Background: an optimization exercise with open tools, aiming at small area. Do not read the settings as production practice. Only simulation tests tie the RTL to the original design; equivalence was not proved. Power and IR drop assume default switching activity.

==> flow/design.v (outline; a module is shown in full before it is edited, if it fits) <==
// module lcd_hd44780: 2188 lines
// module lcd_st_bit: 3 lines
// module lcd_aoi222: 4 lines
// module lcd_aoi22: 3 lines
// module lcd_nand2: 3 lines
// module lcd_nand3: 3 lines
// module lcd_nand4: 3 lines
// module lcd_nor2: 3 lines
// module lcd_nor3: 3 lines
// module lcd_nor4: 3 lines
// module lcd_inv: 3 lines
module lcd_hd44780 (
    input  wire       clk,
    input  wire       rst,           
    input  wire       f_wr,
    input  wire       f_e,
    input  wire       f_rs,
    input  wire       f_rw,
    input  wire [7:0] gp_data,
    input  wire       dirty_rd,      
    input  wire       host_sel,      
    input  wire [5:0] host_addr,
    output wire [7:0] host_data,
    output reg        dirty_lcd,
    output reg        dirty_cgram,
    output reg        rd_valid,
    output reg  [7:0] rd_data,
    output reg        fault,
    output wire [2:0] fault_code,
    output wire [7:0] fault_info,
    output reg  [6:0] cursor_addr,
    output reg        disp_on,
    output reg        cursor_on,
    output reg        blink_on,
    output reg        entry_shift,
    output reg        fs_dl8,
    output reg        fs_lines2,
    output reg        fs_font,
    output reg  [1:0] fs_table
);
  // ...
==> flow/flow/run.sh <==
#!/bin/bash
# Layout flow: the standard flow (standard.sh) with
#  * an area-oriented ABC mapping script in synthesis (registers, their
#    names and the rest of the synthesis script are unchanged),
#  * port buffers from the smallest buffer cell,
#  * a clock tree of small clock buffers without dummy loads.
# Each tool's output goes to the ORFS logs under orfs/logs and to standard.log.
set -euo pipefail
here=$(pwd)

# use the area ABC script for the technology mapping step of synthesis
{
  head -n 1 synth_recipe.tcl
  cat <<EOT
proc abc {args} {
  set i [lsearch -exact \$args -script]
  if {\$i >= 0} { lset args [expr {\$i + 1}] $here/flow/abc_area.script }
  yosys abc {*}\$args
}
EOT
  tail -n +2 synth_recipe.tcl
} > synth_recipe_area.tcl
sed "s|SYNTH_SCRIPT=[^ ]*synth_recipe.tcl|SYNTH_SCRIPT=$here/synth_recipe_area.tcl|" standard.sh > standard_area.sh

bash standard_area.sh \
  "BUFFER_PORTS_ARGS=-buffer_cell sky130_fd_sc_hd__buf_1" \
  "CTS_ARGS=-sink_clustering_enable -repair_clock_nets -dont_use_dummy_load -buf_list sky130_fd_sc_hd__clkbuf_4" \
  finish > standard.log 2>&1
==> flow/flow/abc_area.script <==
&get -n
&st
&dch
&nf
&put
topo
dnsize
==> flow/standard.sh <==
#!/bin/bash
# synth_recipe.tcl (not shown) runs the flow's synth.tcl, then flattens the netlist and writes it again
# the make line also repeats each setting of config.mk as NAME=value (left out here)
make -C /OpenROAD-flow-scripts/flow DESIGN_CONFIG=/design/flow/config.mk WORK_HOME=/design/flow/orfs CLKGATE_MAP_FILE= SYNTH_SCRIPT=/design/flow/synth_recipe.tcl "${@:-finish}"
==> flow/config.mk <==
export PLATFORM = sky130hd
export DESIGN_NAME = lcd_hd44780
export DESIGN_NICKNAME = lcd_hd44780
export VERILOG_FILES = /design/flow/design.v
export SDC_FILE = /design/flow/constraint.sdc
export NUM_CORES = 4
export LEC_CHECK = 0
export CAP_MARGIN = 20
export CORE_MARGIN = 2
export CORE_UTILIZATION = 65
export SLEW_MARGIN = 20
export SYNTH_HIERARCHICAL = 1
export SYNTH_MINIMUM_KEEP_SIZE = 0
==> flow/constraint.sdc <==
create_clock -name core_clock -period 15.0 [get_ports {clk}]
set_input_delay 3.0000 -clock core_clock [delete_from_list [all_inputs] [get_ports {clk}]]
set_output_delay 3.0000 -clock core_clock [all_outputs]
set_load 0.01 [all_outputs]
==> key figures, run 1 <==
Routing
  • Top layer in use: met4
  • Metal-1 WL: 42.2 mm
  • Vias per cell: 7.96
  • First-pass DRT Iterations: 22
  • Met2 wire len: 51.9 mm

Cells and area
  • FF+latch count: 906
  • Register area: 18200 um2
  • Comb_multi_in: 1843
  • Inverters: 87
  • Sequential cell area share: 0.517
  • Nonclk buf count: 88

Logic synthesis
  • Post-Synth XOR/XNOR Area: 0.0160
  • Synth cell count leaders: 898 x dfxtp_1, 416 x a22o_1, 405 x a222oi_1
  • Largest family of logic cells by synthesized area: compound AO/OA/AOI/OAI gates
  • Cell variety after synth: 57

STA
  • Fmax: 76.2 MHz
  • Max-slew violation count: 0
  • Final worst path period need: 13130 ps
  • Worst setup margin: 1870 ps

Pwr
  • Clk power: 0.00150 W
  • Lkg Pwr: 13.2 nW
  • Top Consumer: registers
  • Combinational share of power: 0.081
  • Max IR drop VDD: 99.3 uV

Critical path
  • Top delay family on crit path: simple AND/OR/NAND/NOR gates
  • Flop2flop setup slack: 8540 ps
  • CP Cell Sequence: buf_1, clkinv_1, ha_1, nor4bb_1, nor3_1, buf_4, mux2_1, ha_1, fa_1, or2_0, o21ai_0, o21ai_0, nor3b_1, or2_0, nor2b_1, nand3_1, nor2_1, a222oi_1, nand4_1, nor3_1, nand3_1, nand2b_1, mux2_1, buf_1
  • CP bufs+invs: 4

CTS
  • Htree depth: 4
  • Cts repair resizes: 0
  • Worst-Skew Late Latency: 1140 ps

Outcome
  • Status: finished clean

Place
  • Post-Place Worst Slack: 2210 ps
  • Post-DP Area: 33600 um2
  • Post-DP HPWL: 86.8 mm

Floorplan
  • IO Pins: 69
  • Placement Rows: 81

Global routing
  • Vias in the first global route: 28500
  • Total Routing Usage GR: 0.466
  • Met1 usage: 0.548
  • Initial antenna violation count: 2

Job
  • Max_cap viols: 0
==> inputs of run 2 (changes only) <==
--- a/flow/design.v
+++ b/flow/design.v
@@ -54,17 +54,18 @@
     wire [4:0] col     = cursor_addr[4:0];
     wire       col_in  = !cursor_addr[5] && (col <= 5'd19);
     wire       col_bnd = !cursor_addr[5] && (col == 5'd20);
     wire       unmapped = !(col_in || col_bnd);
     wire [4:0] cur_off  = line ? off2 : off1;
     wire [5:0] cur_sum  = col + cur_off;
     wire [4:0] cur_pos  = (cur_sum >= 6'd20) ? cur_sum - 6'd20 : cur_sum[4:0];
     wire [4:0] dd_tgt   = (cur_pos == 5'd19) ? 5'd0 : cur_pos + 5'd1;
-    wire [6:0] dd_next = cursor_addr + (inc_up ? 7'd1 : 7'h7f);
+    wire       cur_up   = f_rs ? inc_up : gp_data[2];
+    wire [6:0] cur_step = cursor_addr + (cur_up ? 7'd1 : 7'h7f);
     wire [5:0] cg_next = {cgram_addr[5:3], cgram_addr[2:0] + (inc_up ? 3'd1 : 3'd7)};
     wire [5:0] cg_pos  = cgram_addr + cg_rot;    
     wire c_ddaddr  = gp_data[7];
     wire c_cgaddr  = gp_data[7:6] == 2'b01;
     wire c_funcset = gp_data[7:5] == 3'b001;
     wire c_shift   = gp_data[7:4] == 4'b0001;
     wire c_display = gp_data[7:3] == 5'b00001;
     wire c_entry   = gp_data[7:2] == 6'b000001;
@@ -2156,17 +2157,17 @@
                     cgram_addr  <= gp_data[5:0];
                     mode_cg     <= 1'b1;
                 end else if (c_funcset) begin
                     fs_dl8      <= gp_data[4];
                     fs_lines2   <= gp_data[3];
                     fs_font     <= gp_data[2];
                     fs_table    <= gp_data[1:0];
                 end else if (c_shift) begin
-                    cursor_addr <= cursor_addr + (gp_data[2] ? 7'd1 : 7'h7f);
+                    cursor_addr <= cur_step;
                 end else if (c_display) begin
                     disp_on     <= gp_data[2];
                     cursor_on   <= gp_data[1];
                     blink_on    <= gp_data[0];
                 end else if (c_entry) begin
                     inc_up      <= gp_data[1];
                     entry_shift <= gp_data[0];
                 end else if (c_home) begin
@@ -2176,17 +2177,17 @@
                     cursor_addr <= 7'd0;
                     mode_cg     <= 1'b0;
                     inc_up      <= 1'b1;
                 end
             end else if (do_wdata || do_rdata) begin
                 if (mode_cg)
                     cgram_addr <= cg_next;
                 else if (!col_bnd)
-                    cursor_addr <= dd_next;
+                    cursor_addr <= cur_step;
             end
         end
     end
 endmodule
 module lcd_st_bit (input wire q, input wire h, input wire w, input wire d, output wire y);
     assign y = (q & h) | (d & w);
 endmodule
 module lcd_aoi222 (input wire a0, input wire b0, input wire a1, input wire b1,
--- a/flow/flow/run.sh
+++ b/flow/flow/run.sh
@@ -19,10 +19,10 @@
 }
 EOT
   tail -n +2 synth_recipe.tcl
 } > synth_recipe_area.tcl
 sed "s|SYNTH_SCRIPT=[^ ]*synth_recipe.tcl|SYNTH_SCRIPT=$here/synth_recipe_area.tcl|" standard.sh > standard_area.sh
 
 bash standard_area.sh \
   "BUFFER_PORTS_ARGS=-buffer_cell sky130_fd_sc_hd__buf_1" \
-  "CTS_ARGS=-sink_clustering_enable -repair_clock_nets -dont_use_dummy_load -buf_list sky130_fd_sc_hd__clkbuf_4" \
+  "CTS_ARGS=-sink_clustering_enable -repair_clock_nets -dont_use_dummy_load -buf_list sky130_fd_sc_hd__clkbuf_8 -sink_clustering_size 16 -sink_clustering_max_diameter 50" \
   finish > standard.log 2>&1
==> key figures, run 2 <==
Routing
  • Total wire length: 120 mm
  • Routed via count: 28900
  • Routed length per instance: 33.1 um
  • Vias per cell: 7.97 (+0.13%)
  • Routed Antenna Nets: 0
  • DRC Markers: 0
  • First-pass DRT Iterations: 17 (-23%)
  • DRT iter0 DRCs: 6547

STA
  • Clock Skew: 81.1 ps
  • Setup Total Neg Slack: 0 ps
  • Fmax: 81.1 MHz (+6.5%)
  • Final setup viols: 0
  • Measured slew at the worst slew-check pin: 1110 ps
  • Final worst path period need: 12330 ps (-800 ps)
  • RSZ-0062 raised after global routing: false
  • Final Hold Fails: 0
  • Worst setup margin: 2670 ps (+800 ps)
  • Final Cycle Share: 0.822
  • Slew HR: 0.253
  • Max-slew violation count: 0 (unchanged)

Critical path
  • WP depth: 26
  • FF-to-FF End: ddm[43]
  • CP required: 12000 ps
  • Worst setup path start: host_addr[3]
  • Worst flop-to-flop path startpoint: cursor_addr[6]
  • Critical Path AT: 9330 ps
  • Setup CP Type: input port to primary output
  • Flop2flop setup slack: 8630 ps (+90 ps)
  • Crit path largest cell delay: 780 ps
  • Critical Path End: host_data[7]
  • Top delay family on crit path: simple AND/OR/NAND/NOR gates
  • CP Capture Type: primary output
  • Crit start category: input port
  • CP bufs+invs: 5 (+1)
  • Worst Path Max Fanout: 11
  • Worst Reg-to-Reg Cells: 16
  • Slowest cell on crit path: xnor2_1

CTS
  • CTS Sinks: 906
  • Cts repair resizes: 0 (unchanged)
  • Clk slew on worst S/H paths: 100 ps
  • CTS buffer count: 73
  • Root Buffer: clkbuf_8
  • Htree depth: 3 (-1)
  • Post-CTS setup buffers: 0
  • Post-CTS Hold Fix Bufs: 0
  • CTS tree: built
  • Longest Clk Path Bufs: 3
  • Worst-Skew Late Latency: 720 ps (-420 ps)

Pwr
  • PD cells: 121 nW/um2
  • Lkg Pwr: 12.7 nW (-4.3%)
  • Max IR drop VDD: 115 uV (+16%)

Logic synthesis
  • Top-count cell post-synth: dfxtp_1
  • Post-Synthesis Cells: 2809
  • Top_reg_cell synth: dfxtp_1
  • Area leader, netlist: dfxtp_1
  • Synth cell count leaders: 898 x dfxtp_1, 416 x a22o_1, 405 x a222oi_1
  • Yosys top cell area share: 0.560
  • Cell variety after synth: 51 (-11%)
  • Syn Area/Cell: 11.4 um2
  • Asr flop ratio synth: 0
  • Post-synth EDFFs: 8
  • Post-Syn Area: 32100 um2
  • Synth area leaders: dfxtp_1 56%, a222oi_1 13%, a22o_1 11%
  • Warnings, synthesis: 7
  • #FFs+latches synth: 906
  • Register area share after synthesis: 0.567
  • Syn Nets: 2881

Floorplan
  • Placement Rows: 81 (unchanged)
  • Initial Util: 0.658
  • Die Ht: 226 um
  • DIE AREA: 51200 um2
  • Die X: 226 um
  • Core Area: 48800 um2
  • IO Pins: 69 (unchanged)

Cells and area
  • Final std cells w/o fill: 3631
  • Max FFs per register: 512
  • Most frequent cells in the layout: 898 x dfxtp_1, 416 x a22o_1, 405 x a222oi_1, 308 x nor2_1, 109 x nand2_1
  • Final instance area: 34400 um2
  • Most common cell after layout, fill and taps aside: dfxtp_1
  • Core Util, Final: 0.703
  • Largest registers: cgm x512, ddm x320
  • Fraction of layout cells with a size suffix above 1: 0.0354
  • Reg with most FFs: cgm
  • Area grow syn2layout: 6.94%
  • Nets@finish: 3036

Global routing
  • Largest net degree at the start of global routing: 50
  • Initial antenna violation count: 5 (+3)
  • Vias in the first global route: 26800 (-5.8%)
  • First-pass GRT wire length: 173 mm
  • Remaining global-route overflow: 0
  • Total Routing Usage GR: 0.455 (-0.0107)

Place
  • Placer Congestion: 1.05
  • Post-DP Area: 33300 um2 (-0.82%)
  • Post-Place Worst Slack: 2860 ps (+649 ps)
  • PortBufs: 68
  • Post-DP HPWL: 86.6 mm (-0.17%)
  • Placed insts: 3553

Outcome
  • Status: finished clean

Job
  • Max_cap viols: 0 (unchanged)

Worst hold path
  • Min-delay worst type: flip-flop to flip-flop
-- run 2: cell count changes in the layout (fill, tap and decap cells not counted), sizes merged, moves of 8 or more --
cell,change
nor2b,+8
clkinv,-9
o21ai,-8
mux2,+8
nor2,+14
clkbuf,-139
-- run 2: report_power, final --
| group | internal (W) | total [W] | switching, W |
|---|---|---|---|
| clock network | 0.000437 | 0.00119 | 0.000749 |
| logic | 0.000103 | 0.000382 | 0.000279 |
| registers | 0.00250 | 0.00259 | 0.0000925 |
| total | 0.00303 | 0.00416 | 0.00112 |
-- run 2: modules after synthesis, one instance, submodules excluded --
| module | times used | cells | flops+latches |
|---|---|---|---|
| lcd_st_bit | 416 | 1 | 0 |
| lcd_nand4 | 88 | 1 | 0 |
| lcd_inv | 52 | 1 | 0 |
| lcd_nor3 | 32 | 1 | 0 |
| lcd_hd44780 | 1 | 1541 | 906 |
| lcd_aoi22 | 24 | 1 | 0 |
| lcd_nor2 | 216 | 1 | 0 |
| lcd_aoi222 | 400 | 1 | 0 |
| lcd_nand3 | 32 | 1 | 0 |
| lcd_nand2 | 8 | 1 | 0 |
-- run 2: worst reg2reg max path, stage by stage (launching register included) --
cell and delay [ps]:
dfxtp_1 720, mux2_1 390, ha_1 210, fa_1 560
clkinv_1 150, ha_1 230, nand2_1 90, nand2_1 50
and3b_1 210, nor2_1 180, mux2i_1 630, and4_1 430
o41a_1 270, a41oi_1 460, nor2_1 820, clkinv_1 540
a22o_1 330
-- run 2: metrics by stage --
stage	hold WS, ps	total power (W)
2_1_floorplan	350	0.00281
3_3_place_gp	356	0.00299
3_5_place_dp	359	0.00299
4_1_cts	321	0.00412
5_1_grt	315	0.00425
6_report	317	0.00416
-- run 2: cell type report --
| class | instances | area [um2] |
|---|---|---|
| flip-flops and latches | 906 | 18200 |
| well taps | 664 | 831 |
| inverters | 78 | 293 |
| multi-input cells | 1815 | 13600 |
| clock buffers | 73 | 1000 |
| diodes | 5 | 12.5 |
| fillers | 3619 | 14500 |
| repair buffers | 90 | 422 |
-- run 2: worst min path at each step --
stage,startpoint,to,slack [ps],depth (start not counted)
finish,ddm[46],ddm[54],320,0
CTS,ddm[46],ddm[54],320,0
detailed placement,cgm[75],cgm[83],360,0
global route,ddm[46],ddm[54],310,0
global placement,cgm[73],cgm[81],360,0
floorplan,cgm[504],cgm[0],350,0
-- run 2: routing by layer --
layer | vias up | GRT usage | wire (um)
li1 | 11900 | - | -
met1 | 13700 | 0.570 | 42000
met2 | 2648 | 0.691 | 50700
met3 | 658 | 0.119 | 16400
met4 | 2 | 0.310 | 10900
met5 | - | 0 | 15
-- run 2: cell families (layout without fill, tap and decap cells) --
kind of cell | after synthesis | after routing | share of synthesized area
AO/OA/AOI/OAI | 969 | 969 | 0.270
flip-flops | 906 | 906 | 0.567
AND/OR/NAND/NOR | 686 | 686 | 0.0975
buffers and inverters | 88 | 241 | 0.0114
multiplexers | 57 | 57 | 0.0188
XOR/XNOR | 53 | 53 | 0.0144
adder cells (fa/ha/maj) | 50 | 50 | 0.0209
other | 0 | 5 | 0
==> inputs of run 3 (changes only) <==
--- a/flow/flow/run.sh
+++ b/flow/flow/run.sh
@@ -2,4 +2,5 @@
 # Layout flow: the standard flow (standard.sh) with
-#  * an area-oriented ABC mapping script in synthesis (registers, their
-#    names and the rest of the synthesis script are unchanged),
+#  * an area-oriented ABC mapping script in synthesis, and adders left to
+#    ABC instead of the full/half-adder cell map (registers, their names
+#    and the rest of the synthesis script are unchanged),
 #  * port buffers from the smallest buffer cell,
@@ -25,2 +26,3 @@
 bash standard_area.sh \
+  "ADDER_MAP_FILE=" \
   "BUFFER_PORTS_ARGS=-buffer_cell sky130_fd_sc_hd__buf_1" \
==> flow/flow/abc_area.script (replaced) <==
&get -n
&st
&dc2
&dch -f
&nf -R 1000
&put
topo
dnsize
==> key figures, run 3 <==
Routing
  • DRC Markers: 0 (unchanged)
  • Vias per cell: 8.11 (+1.9%)
  • Routed length per instance: 33.9 um (+2.7%)
  • Routed via count: 29000 (+0.29%)
  • First-pass DRT Iterations: 20 (+3)
  • Total wire length: 121 mm (+1.1%)
  • DRT iter0 DRCs: 6854 (+4.7%)
  • Routed Antenna Nets: 0 (unchanged)

Cells and area
  • Fraction of layout cells with a size suffix above 1: 0.0362 (+0.000724)
  • Area grow syn2layout: 6.98% (about the same)
  • Reg with most FFs: cgm
  • Max FFs per register: 512 (unchanged)
  • Most frequent cells in the layout: 898 x dfxtp_1, 417 x a22o_1, 405 x a222oi_1, 314 x nor2_1, 122 x nand2_1
  • Final instance area: 33800 um2 (-1.7%)
  • Largest registers: cgm x512, ddm x320
  • Most common cell after layout, fill and taps aside: dfxtp_1
  • Nets@finish: 2982 (-1.8%)

Floorplan
  • Die X: 224 um (-0.87%)
  • Core Area: 47800 um2 (-2.1%)
  • Initial Util: 0.660 (+0.00203)
  • DIE AREA: 50300 um2 (-1.7%)
  • Placement Rows: 80 (-1.2%)
  • IO Pins: 69 (unchanged)
  • Die Ht: 224 um (-0.87%)

Global routing
  • Vias in the first global route: 27800 (+3.5%)
  • First-pass GRT wire length: 178 mm (+2.8%)
  • Remaining global-route overflow: 0 (unchanged)
  • Total Routing Usage GR: 0.470 (+0.0146)
  • Initial antenna violation count: 2 (-3)
  • Largest net degree at the start of global routing: 33 (-34%)

Critical path
  • Worst Path Max Fanout: 10 (-1)
  • CP Capture Type: primary output
  • CP required: 12000 ps (about the same)
  • Setup CP Type: input port to primary output
  • Slowest cell on crit path: nor2_1
  • Crit path largest cell delay: 650 ps (-130 ps)
  • Critical Path AT: 9560 ps (+230 ps)
  • CP most frequent cell: nor2_1
  • Crit start category: input port

Logic synthesis
  • Post-Synthesis Cells: 2803 (-0.21%)
  • Yosys top cell area share: 0.569 (+0.00998)
  • Post-synth EDFFs: 8 (unchanged)
  • Post-Syn Area: 31600 um2 (-1.8%)
  • Register area share after synthesis: 0.577 (+0.0101)
  • Syn Nets: 2825 (-1.9%)
  • Synth area leaders: dfxtp_1 57%, a222oi_1 13%, a22o_1 12%
  • Asr flop ratio synth: 0 (unchanged)
  • Syn Area/Cell: 11.3 um2 (-1.5%)
  • Cell variety after synth: 53 (+3.9%)
  • Warnings, synthesis: 7 (unchanged)
  • #FFs+latches synth: 906 (unchanged)
  • Top_reg_cell synth: dfxtp_1
  • Area leader, netlist: dfxtp_1
  • Synth cell count leaders: 898 x dfxtp_1, 417 x a22o_1, 405 x a222oi_1
  • Top-count cell post-synth: dfxtp_1

Pwr
  • PnR Total Power: 0.00409 W (-1.7%)
  • Lkg Pwr: 12.2 nW (-3.6%)
  • Max IR drop VDD: 89.7 uV (-22%)
  • PD cells: 121 nW/um2 (about the same)

STA
  • Measured slew at the worst slew-check pin: 1220 ps (+114 ps)
  • Final worst path period need: 12560 ps (+231 ps)
  • Clock Skew: 75.0 ps (-6.06 ps)
  • Slew HR: 0.181 (-0.0725)
  • Final Cycle Share: 0.837 (+0.0154)
  • Final setup viols: 0 (unchanged)
  • RSZ-0062 raised after global routing: false
  • Max-slew violation count: 0 (unchanged)
  • Fmax: 79.6 MHz (-1.8%)
  • Final Hold Fails: 0 (unchanged)
  • Setup Total Neg Slack: 0 ps (unchanged)
  • Hold_ws: 317 ps (+0.760 ps)

CTS
  • Post-CTS setup buffers: 0 (unchanged)
  • Root Buffer: clkbuf_8
  • Worst-Skew Late Latency: 720 ps (about the same)
  • Clk slew on worst S/H paths: 100 ps (about the same)
  • Htree depth: 3 (unchanged)
  • CTS tree: built
  • Longest Clk Path Bufs: 3 (unchanged)
  • Post-CTS Hold Fix Bufs: 0 (unchanged)
  • Cts repair resizes: 0 (unchanged)
  • CTS Sinks: 906 (unchanged)
  • CTS buffer count: 73 (unchanged)

Place
  • Placer Congestion: 1.06 (+0.70%)
  • Post-DP Area: 32700 um2 (-1.8%)
  • PortBufs: 68 (unchanged)
  • Post-DP HPWL: 86.3 mm (-0.34%)

Job
  • Max_cap viols: 0 (unchanged)

Worst hold path
  • Min-delay worst type: flip-flop to flip-flop

Outcome
  • Status: finished clean
-- run 3: cell types whose count changed after synthesis, moves of 8 or more --
cell,previous run,this run
a211oi_1,14,2
a21o_1,12,4
a21oi_1,45,64
and2_0,1,9
ha_1,44,0
maj3_1,0,9
mux2_1,28,9
nand2_1,109,122
nand3_1,63,41
nor3_1,47,55
o21ai_0,19,49
xnor2_1,29,47
-- run 3: cell families after synthesis --
logic type | after synthesis | share of synthesized area
xor gates and xnor gates | 71 | 0.0197
AOI/OAI and AO/OA | 1001 | 0.278
and+or+nand+nor | 693 | 0.0989
muxes | 35 | 0.0115
DFF | 906 | 0.577
adders and majority gates | 9 | 0.00285
buffers and inverters | 88 | 0.0117
-- run 3: final timing paths --
path | endpoint | startpoint | cells after the start | slack (ps)
worst max-delay path | host_data[0] | host_addr[3] | 26 | 2440
worst min-delay path | cgm[464] | cgm[456] | 0 | 320
worst max register to register | rd_data[4] | cursor_addr[6] | 19 | 8410
worst min register to register | cgm[464] | cgm[456] | 0 | 320
-- run 3: per-stage QoR --
step	worst slack [ps]	std cells	utilization
after CTS	2810	3572	0.705
after global placement	3370	3499	0.684
after detailed placement	2880	3499	0.684
after global routing	1990	3574	0.706
after floorplan	4800	2803	-
final	2440	3575	0.706
-- run 3: routing by layer --
layer / part of all wire / wire [um] / up-vias / global-route usage
li1: - / - / 11800 / -
met1: 0.34 / 41300 / 13800 / 0.569
met2: 0.43 / 51800 / 2580 / 0.715
met3: 0.13 / 16200 / 785 / 0.131
met4: 0.099 / 12000 / 2 / 0.354
met5: 0.00038 / 46 / - / 0
-- run 3: power by group --
| part | internal [W] | total [W] | switching (W) |
|---|---|---|---|
| clock | 0.000437 | 0.00120 | 0.000760 |
| combinational | 0.0000809 | 0.000314 | 0.000233 |
| sequential | 0.00249 | 0.00257 | 0.0000855 |
| total | 0.00301 | 0.00409 | 0.00108 |
-- run 3: cell type report --
| cell class | instances | area [um2] |
|---|---|---|
| clock buffer | 73 | 1000 |
| inverter | 78 | 293 |
| sequential | 906 | 18200 |
| fill | 3477 | 14100 |
| timing repair buffer | 92 | 455 |
| multi-input combinational | 1809 | 13000 |
| tap | 615 | 769 |
| antenna | 2 | 5.00 |
-- run 3: Yosys stat by module, one instance, submodules excluded --
| module | times used | cells inside | cell area (um2) |
|---|---|---|---|
| lcd_st_bit | 416 | 1 | 8.76 |
| lcd_nand3 | 32 | 1 | 5.00 |
| lcd_inv | 52 | 1 | 3.75 |
| lcd_nor2 | 216 | 1 | 3.75 |
| lcd_nand4 | 88 | 1 | 6.26 |
| lcd_nor3 | 32 | 1 | 5.00 |
| lcd_aoi22 | 24 | 1 | 7.51 |
| lcd_hd44780 | 1 | 1535 | 21800 |
| lcd_nand2 | 8 | 1 | 3.75 |
| lcd_aoi222 | 400 | 1 | 10.0 |
-- run 3: worst max-delay path, delay by kind of cell --
kind | cells | cell delay (ps)
simple gates | 12 | 3160
buf+inv | 3 | 500
compound gates | 7 | 1730
mux | 1 | 380
fa+ha+maj | 1 | 330
xor+xnor | 2 | 430
==> inputs of run 4 (changes only) <==
--- a/flow/config.mk
+++ b/flow/config.mk
@@ -9,3 +9,3 @@
 export CORE_MARGIN = 2
-export CORE_UTILIZATION = 65
+export CORE_UTILIZATION = 71
 export SLEW_MARGIN = 20
==> key figures, run 4 <==
Outcome
  • Status: finished clean

STA
  • Final Cycle Share: 0.823 (-0.0144)
  • Final Hold Fails: 0 (unchanged)
  • Hold_ws: 328 ps (+10.2 ps)
  • Slew HR: 0.187 (+0.00633)
  • Clock Skew: 83.1 ps (+8.05 ps)
  • Measured slew at the worst slew-check pin: 1220 ps (-0.107 ps)
  • Max-slew violation count: 0 (unchanged)
  • RSZ-0062 raised after global routing: false
  • Worst setup margin: 2650 ps (+216 ps)
  • Final worst path period need: 12350 ps (-216 ps)
  • Final setup viols: 0 (unchanged)
  • Fmax: 81.0 MHz (+1.8%)
  • Setup Total Neg Slack: 0 ps (unchanged)

Critical path
  • CP Capture Type: primary output
  • Worst Path Max Fanout: 10 (unchanged)
  • Slowest cell on crit path: nor2_1
  • Critical Path AT: 9350 ps (-210 ps)
  • CP most frequent cell: nor2_1
  • Setup CP Type: input port to primary output
  • Crit path largest cell delay: 700 ps (+50 ps)
  • Crit start category: input port
  • CP required: 12000 ps (about the same)

Place
  • PortBufs: 68 (unchanged)
  • Post-Place Worst Slack: 3040 ps (+157 ps)
  • Post-DP HPWL: 84.7 mm (-1.9%)
  • Placer Congestion: 1.05 (-0.88%)

CTS
  • CTS tree: built
  • CTS Sinks: 906 (unchanged)
  • Root Buffer: clkbuf_8
  • Post-CTS setup buffers: 0 (unchanged)
  • Htree depth: 3 (unchanged)
  • Post-CTS Hold Fix Bufs: 0 (unchanged)
  • Clk slew on worst S/H paths: 100 ps (about the same)
  • Cts repair resizes: 0 (unchanged)
  • CTS buffer count: 71 (-2.7%)
  • Longest Clk Path Bufs: 3 (unchanged)
  • Worst-Skew Late Latency: 720 ps (about the same)

Routing
  • Vias per cell: 8.39 (+3.3%)
  • DRC Markers: 0 (unchanged)
  • Routed length per instance: 34.3 um (+1.2%)
  • Routed via count: 29800 (+2.6%)
  • DRT iter0 DRCs: 7972 (+16%)
  • First-pass DRT Iterations: 28 (+40%)
  • Total wire length: 122 mm (+0.44%)
  • Routed Antenna Nets: 0 (unchanged)

Logic synthesis
  • #FFs+latches synth: 906 (unchanged)
  • Area leader, netlist: dfxtp_1
  • Post-synth EDFFs: 8 (unchanged)
  • Syn Area/Cell: 11.3 um2 (unchanged)
  • Warnings, synthesis: 7 (unchanged)
  • Top-count cell post-synth: dfxtp_1
  • Yosys top cell area share: 0.569 (unchanged)
  • Cell variety after synth: 53 (unchanged)
  • Post-Synthesis Cells: 2803 (unchanged)
  • Synth area leaders: dfxtp_1 57%, a222oi_1 13%, a22o_1 12%
  • Synth cell count leaders: 898 x dfxtp_1, 417 x a22o_1, 405 x a222oi_1
  • Top_reg_cell synth: dfxtp_1
  • Asr flop ratio synth: 0 (unchanged)
  • Register area share after synthesis: 0.577 (unchanged)
  • Syn Nets: 2825 (unchanged)
  • Post-Syn Area: 31600 um2 (unchanged)

Global routing
  • Total Routing Usage GR: 0.510 (+0.0400)
  • Vias in the first global route: 27900 (+0.61%)
  • First-pass GRT wire length: 178 mm (-0.15%)
  • Remaining global-route overflow: 0 (unchanged)
  • Initial antenna violation count: 3 (+1)
  • Largest net degree at the start of global routing: 33 (unchanged)

Worst hold path
  • Min-delay worst type: flip-flop to flip-flop

Cells and area
  • Fillcell total: 2800 (-19%)
  • Nets@finish: 2981 (-0.034%)
  • Register area: 18200 um2 (unchanged)
  • Most common cell after layout, fill and taps aside: dfxtp_1
  • Multi-input gate area: 13000 um2 (about the same)
  • Fraction of layout cells with a size suffix above 1: 0.0362 (about the same)
  • Area grow syn2layout: 6.85%
  • Most frequent cells in the layout: 898 x dfxtp_1, 417 x a22o_1, 405 x a222oi_1, 314 x nor2_1, 122 x nand2_1
  • Reg with most FFs: cgm
  • Max FFs per register: 512 (unchanged)
  • Largest registers: cgm x512, ddm x320

Pwr
  • Max IR drop VDD: 110 uV (+23%)
  • Clock Power Share: 0.292 (about the same)
  • Sw frac: 0.266 (+0.00151)
  • Sequential share of power: 0.631 (about the same)
  • Pint: 0.00300 W (-0.33%)
  • Combinational share of power: 0.077 (about the same)
  • Lkg Pwr: 12.2 nW (about the same)
  • Switching power: 0.00108 W (+0.45%)
  • PD cells: 121 nW/um2 (about the same)

Floorplan
  • Die Ht: 215 um (-4.2%)
  • DIE AREA: 46200 um2 (-8.3%)
  • Initial Util: 0.717 (+0.0572)
  • IO Pins: 69 (unchanged)
  • Die X: 215 um (-4.2%)
  • Core Area: 44000 um2 (-8.0%)
  • Placement Rows: 77 (-3.8%)

Job
  • Max_cap viols: 0 (unchanged)
-- run 4: cell types whose count changed in the layout (fill, tap and decap cells not counted), sizes merged --
cell / delta
clkbuf: -2
buf: +1
diode: -1
-- run 4: layout make-up --
cell class / instances / area share
Clock buffer: 71 / 0.0290
Sequential cell: 906 / 0.540
Timing Repair Buffer: 93 / 0.0139
Tap cell: 592 / 0.0220
Multi-Input combinational cell: 1809 / 0.386
Antenna cell: 1 / 0.0000742
Inverter: 78 / 0.00868
-- run 4: cells by family (layout without fill, tap and decap cells) --
kind of cell             Yosys count  in the layout  synth area share
AO/OA/AOI/OAI                   1001           1001             0.278
buffers and inverters             88            242            0.0117
flip-flops                       906            906             0.577
XOR/XNOR                          71             71            0.0197
adder cells (fa/ha/maj)            9              9           0.00285
multiplexers                      35             35            0.0115
AND/OR/NAND/NOR                  693            693            0.0989
other                              0              1                 0
-- run 4: final timing paths --
path | start | endpoint | slack, ps | cells past startpoint
max | host_addr[3] | host_data[1] | 2650 | 26
min | cgm[459] | cgm[467] | 330 | 0
max reg2reg | cgram_addr[1] | rd_data[4] | 8400 | 14
min reg2reg | cgm[459] | cgm[467] | 330 | 0
-- run 4: metal layers --
layer | GRT usage | share of wire | routed length, um | up-vias
met1 | 0.614 | 0.32 | 39200 | 13800
met2 | 0.775 | 0.42 | 51700 | 3126
met3 | 0.154 | 0.15 | 18300 | 973
li1 | - | - | - | 11800
met4 | 0.378 | 0.10 | 12800 | 4
met5 | 0 | 0.00018 | 22 | -
-- run 4: critical path, delay by kind of cell --
family                     cells  cell delay (ps)
and+or+nand+nor               12             2980
AOI/OAI and AO/OA              7             1790
buffers and inverters          3              460
xor gates and xnor gates       2              420
muxes                          1              360
adders and majority gates      1              310
-- run 4: Yosys stat by module, one instance, submodules excluded --
| module | flip-flops and latches | area [um2] | cells |
|---|---|---|---|
| lcd_nor3 | 0 | 5.00 | 1 |
| lcd_nand4 | 0 | 6.26 | 1 |
| lcd_hd44780 | 906 | 21800 | 1535 |
| lcd_aoi222 | 0 | 10.0 | 1 |
| lcd_st_bit | 0 | 8.76 | 1 |
| lcd_nand2 | 0 | 3.75 | 1 |
| lcd_nor2 | 0 | 3.75 | 1 |
| lcd_inv | 0 | 3.75 | 1 |
| lcd_aoi22 | 0 | 7.51 | 1 |
| lcd_nand3 | 0 | 5.00 | 1 |
-- run 4: metrics by stage --
| step | util | cells | power [W] | instance area, um2 |
|---|---|---|---|---|
| 2_1_floorplan | - | 2803 | 0.00276 | 31600 |
| 3_3_place_gp | 0.743 | 3476 | 0.00291 | 32700 |
| 3_5_place_dp | 0.743 | 3476 | 0.00291 | 32700 |
| 4_1_cts | 0.765 | 3547 | 0.00402 | 33700 |
| 5_1_grt | 0.766 | 3549 | 0.00415 | 33700 |
| 6_report | 0.766 | 3550 | 0.00408 | 33700 |
-- run 4: power by group through the flow --
stage          clock, W  sequential, W  combinational [W]
6_report        0.00119        0.00258           0.000314
3_5_place_dp          0        0.00262           0.000288
4_1_cts         0.00116        0.00257           0.000290
3_3_place_gp          0        0.00263           0.000279
5_1_grt         0.00125        0.00258           0.000320
2_1_floorplan         0        0.00258           0.000173

-- static timing again, ports no longer ideal --
No port has a modelled driver above. Below, the same layouts with a new extraction and two added sets of constraints. Step 1 sets driving cells, clkbuf_16 on the clock port and buf_2 on the other inputs (assumed; they add their load-dependent delay and slew). Step 2, shift: input delay + t, output delay - t, t = (earliest + latest rising clock arrival at the registers) / 2. This alone moves slack from input paths to output paths. Three values: no drivers, after step 1, after step 2; two values: the first two.
run | shift t [ns] | slack for setup (ns) | latest minus earliest clock arrival (ns) | worst data-port slew with drivers (ns) | cell pins on the clock port's net
run 1 | 1.153 | 1.870 / 1.843 / 1.843 | 0.101 / 0.101 | 0.03 | 1
run 2 | 0.724 | 2.670 / 2.628 / 2.628 | 0.105 / 0.104 | 0.06 | 1
run 3 | 0.742 | 2.439 / 2.416 / 2.416 | 0.077 / 0.077 | 0.04 | 1
run 4 | 0.740 | 2.655 / 2.632 / 2.632 | 0.083 / 0.083 | 0.04 | 1
After both steps setup and hold are still met in every run listed. The setup slack of run 2, which loses most, moves by -0.042 ns with the drivers and by -0.042 ns with both steps.
